What follows belongs to an exercise in optimizing a design on an open flow for small area and a short achievable clock period; a production flow would make more cautious choices. Function was checked by simulation only, so behaviour that the tests miss may differ from the original.

// rlwe_alu
module rlwe_alu (
    input  wire        clk,
    input  wire        rst,         
    input  wire        in_valid,
    input  wire [2:0]  in_op,
    input  wire [31:0] in_a,
    input  wire [31:0] in_b,
    input  wire [31:0] in_c,
    output wire        out_valid,
    output wire [31:0] out_y0,
    output wire [31:0] out_y1
);
Size: roughly 3700 cells after synthesis, roughly 370 flip-flops, ~170 I/O pins, about 0.037 mm2 of cells after synthesis.
==> flow/config.mk <==
export PLATFORM = sky130hd
export DESIGN_NAME = rlwe_alu
export DESIGN_NICKNAME = rlwe_alu
export VERILOG_FILES = /design/flow/design.v
export SDC_FILE = /design/flow/constraint.sdc
export NUM_CORES = 4
export LEC_CHECK = 0
export CAP_MARGIN = 20
export CORE_MARGIN = 2
export CORE_UTILIZATION = 40
export SLEW_MARGIN = 20
export SYNTH_HIERARCHICAL = 1
export SYNTH_MINIMUM_KEEP_SIZE = 0
==> flow/constraint.sdc <==
create_clock -name core_clock -period 26.0 [get_ports {clk}]
set_input_delay 5.2000 -clock core_clock [delete_from_list [all_inputs] [get_ports {clk}]]
set_output_delay 5.2000 -clock core_clock [all_outputs]
set_load 0.01 [all_outputs]
run.sh (not shown) runs the stock make flow with config.mk's settings and CLKGATE_MAP_FILE= SYNTH_SCRIPT=/design/flow/synth_recipe.tcl, a recipe that flattens the netlist after the stock synthesis.
Edit:
==> flow/flow/run.sh (new file) <==
#!/bin/bash
# The standard layout, with every port buffered by a plain buf_2 instead of
# the delay buffer buffer_ports picks by default.
set -euo pipefail
export BUFFER_PORTS_ARGS="-buffer_cell sky130_fd_sc_hd__buf_2"
bash standard.sh > standard_make.log 2>&1
==> flow/standard.sh (new file) <==
#!/bin/bash
# synth_recipe.tcl (not shown) runs the flow's synth.tcl, then flattens the netlist and writes it again
# the make line also repeats each setting of config.mk as NAME=value (left out here)
make -C /OpenROAD-flow-scripts/flow DESIGN_CONFIG=/design/flow/config.mk WORK_HOME=/design/flow/orfs CLKGATE_MAP_FILE= SYNTH_SCRIPT=/design/flow/synth_recipe.tcl "${@:-finish}"
removed: flow/run.sh
- global-route usage barely changes
- sequential share of layout area increases by 0.35 points
- design area fell by 1.9%
- non-clock buffer count drops by 2
- synthesized area is unchanged
- clock-buffer cell count drops by 2
- register-to-register slack degrades by 120 ps
- worst setup slack improves by 91 ps
- critical path depth came out higher by 30
- core utilization goes down by 0.83 points

* * *

rlwe_alu, a different RTL version from the one above (not shown whole).
For scale: ~3600 cells after synthesis, roughly 370 flip-flops, about 170 I/O pins, ~36000 um2 of cells after synthesis.
Settings: LEC_CHECK=0, CAP_MARGIN=0, CORE_MARGIN=2, CORE_UTILIZATION=40, CTS_CLUSTER_DIAMETER=100, CTS_CLUSTER_SIZE=50, SLEW_MARGIN=0, SYNTH_HIERARCHICAL=1, SYNTH_MINIMUM_KEEP_SIZE=0; clock period 26.0 ns.
standard.sh (not shown) runs the stock make flow with config.mk's settings and CLKGATE_MAP_FILE= SYNTH_SCRIPT=/design/flow/synth_recipe.tcl, a recipe that flattens the netlist after the stock synthesis.
==> flow/flow/run.sh <==
#!/bin/bash
# The standard layout, with every port buffered by a plain buf_2 instead of
# the delay buffer buffer_ports picks by default.
set -euo pipefail
export BUFFER_PORTS_ARGS="-buffer_cell sky130_fd_sc_hd__buf_2"
bash standard.sh > standard_make.log 2>&1
==> next run, changes <==
Settings changed: CAP_MARGIN 0 to 20, CTS_BUF_LIST set to sky130_fd_sc_hd__clkbuf_8, CTS_CLUSTER_DIAMETER 100 to unset, CTS_CLUSTER_SIZE 50 to unset, SLEW_MARGIN 0 to 20.
What happened: Worst setup slack degrades by 49 ps. Core utilization increases by 0.58 points. Hold slack stays flat. Routed wire length climbs by 1.9%. Count of clock-buffer cells in the layout grows by 58. Die area is unchanged.
==> next run, changes <==
Settings changed: CTS_BUF_LIST sky130_fd_sc_hd__clkbuf_8 to unset, CTS_CLUSTER_DIAMETER set to 100, CTS_CLUSTER_SIZE set to 50.
Effect: The changed run produced a clean layout. Maximum frequency goes up slightly. Clock-buffer cell count is lower by 57. Design area drops slightly. Core utilization goes down by 0.63 points. Clock skew increases by 20 ps. Global-route usage decreases by 0.44 points. Hold slack got worse by 8.6 ps.
==> next run, changes <==
Settings changed: CTS_BUF_LIST set to sky130_fd_sc_hd__clkbuf_4 sky130_fd_sc_hd__clkbuf_8, CTS_CLUSTER_DIAMETER 100 to unset, CTS_CLUSTER_SIZE 50 to unset.
Maximum frequency decreases slightly; routed wire length increases slightly; sequential cell count stays the same; non-clock buffer count is unchanged; first-iteration DRC count rises by a few percent; worst setup slack gets worse by 51 ps; hold slack gets better by 8.6 ps.

* * *

## run M
Another version of the RTL of rlwe_alu (not shown whole).
Size: ~3700 cells after synthesis, ~390 flip-flops, ~170 I/O pins, about 37000 um^2 of cells after synthesis.
Settings: LEC_CHECK=0, CAP_MARGIN=20, CORE_MARGIN=2, CORE_UTILIZATION=40, SLEW_MARGIN=20, SYNTH_HIERARCHICAL=1, SYNTH_MINIMUM_KEEP_SIZE=0; clock period 26.0 ns.
run.sh (not shown) runs the stock make flow with config.mk's settings and CLKGATE_MAP_FILE= SYNTH_SCRIPT=/design/flow/synth_recipe.tcl, a recipe that flattens the netlist after the stock synthesis.
Stock flow here: none of the scripts above is used.
Looking at the reports, run M completed the entire flow and the layout it produced met the timing, design-rule and antenna checks.
> inputs changed (run M -> run G)
==> flow/flow/run.sh (new file) <==
#!/bin/bash
# The standard layout, with every port buffered by a plain buf_2 instead of
# the delay buffer buffer_ports picks by default.
set -euo pipefail
export BUFFER_PORTS_ARGS="-buffer_cell sky130_fd_sc_hd__buf_2"
bash standard.sh > standard_make.log 2>&1
==> flow/standard.sh (new file) <==
#!/bin/bash
# synth_recipe.tcl (not shown) runs the flow's synth.tcl, then flattens the netlist and writes it again
# the make line also repeats each setting of config.mk as NAME=value (left out here)
make -C /OpenROAD-flow-scripts/flow DESIGN_CONFIG=/design/flow/config.mk WORK_HOME=/design/flow/orfs CLKGATE_MAP_FILE= SYNTH_SCRIPT=/design/flow/synth_recipe.tcl "${@:-finish}"
removed: flow/run.sh
==> run summary <==
Compared with run M, run G shows final standard cell area without fillers that has gone down slightly. Reported for run G and run M, count of max-cap constraint violations turned out identical to the last digit. For cell count after placement, run G and run M come out practically identical. Multi-input gate share of total cell area, run G and run M: lower on run M. Utilization after layout, run G and run M: lower on run G. Comparing first-pass GRT wire length for run G and run M, the smaller number came from run G. Summary of run G over run M: number of vias per cell moved down; maximum root-to-sink buffer count level. Fraction of final layout cells with drive strength greater than 1 in run G vs run M: up 4.4 points.

-- separate check: timing with driven ports --
How much do the figures lean on ideal ports? The routed layouts below were timed once more, with nothing changed but the port constraints. Step 1 assumes that a clkbuf_16 drives the clock port and a buf_2 every other input. Step 2 also shifts input and output timing later by t, the mid clock arrival at the registers, as if the neighbouring blocks saw the same clock. Slacks: no drivers / after step 1 / after step 2; pairs: no drivers / after step 1.
| run | shift t [ns] | setup slack, ns | worst hold slack (ns) | worst setup path after step 2 | pins driven straight from the clock port |
|---|---|---|---|---|---|
| the first run of note 1 | 0.688 | 19.302 / 19.235 / 19.510 | 0.348 / 0.348 / 0.348 | register to register | 1 |
| the second run of note 1 | 0.691 | 19.393 / 19.393 / 19.393 | 0.346 / 0.346 / 0.346 | register to register | 1 |
| the first run of note 2 | 0.672 | 19.735 / 19.671 / 20.034 | 0.367 / 0.367 / 0.367 | register to register | 1 |
| the second run of note 2 | 0.761 | 19.686 / 19.618 / 20.083 | 0.369 / 0.369 / 0.369 | register to register | 1 |
| the third run of note 2 | 0.684 | 19.738 / 19.675 / 20.057 | 0.360 / 0.360 / 0.360 | register to register | 1 |
| the fourth run of note 2 | 0.760 | 19.687 / 19.620 / 20.098 | 0.369 / 0.369 / 0.369 | register to register | 1 |
| run M | 0.688 | 19.265 / 19.204 / 19.587 | 0.327 / 0.327 / 0.327 | register to register | 1 |
| run G | 0.694 | 19.659 / 19.591 / 19.936 | 0.364 / 0.364 / 0.364 | register to register | 1 |
After both steps every run listed still meets setup and hold.
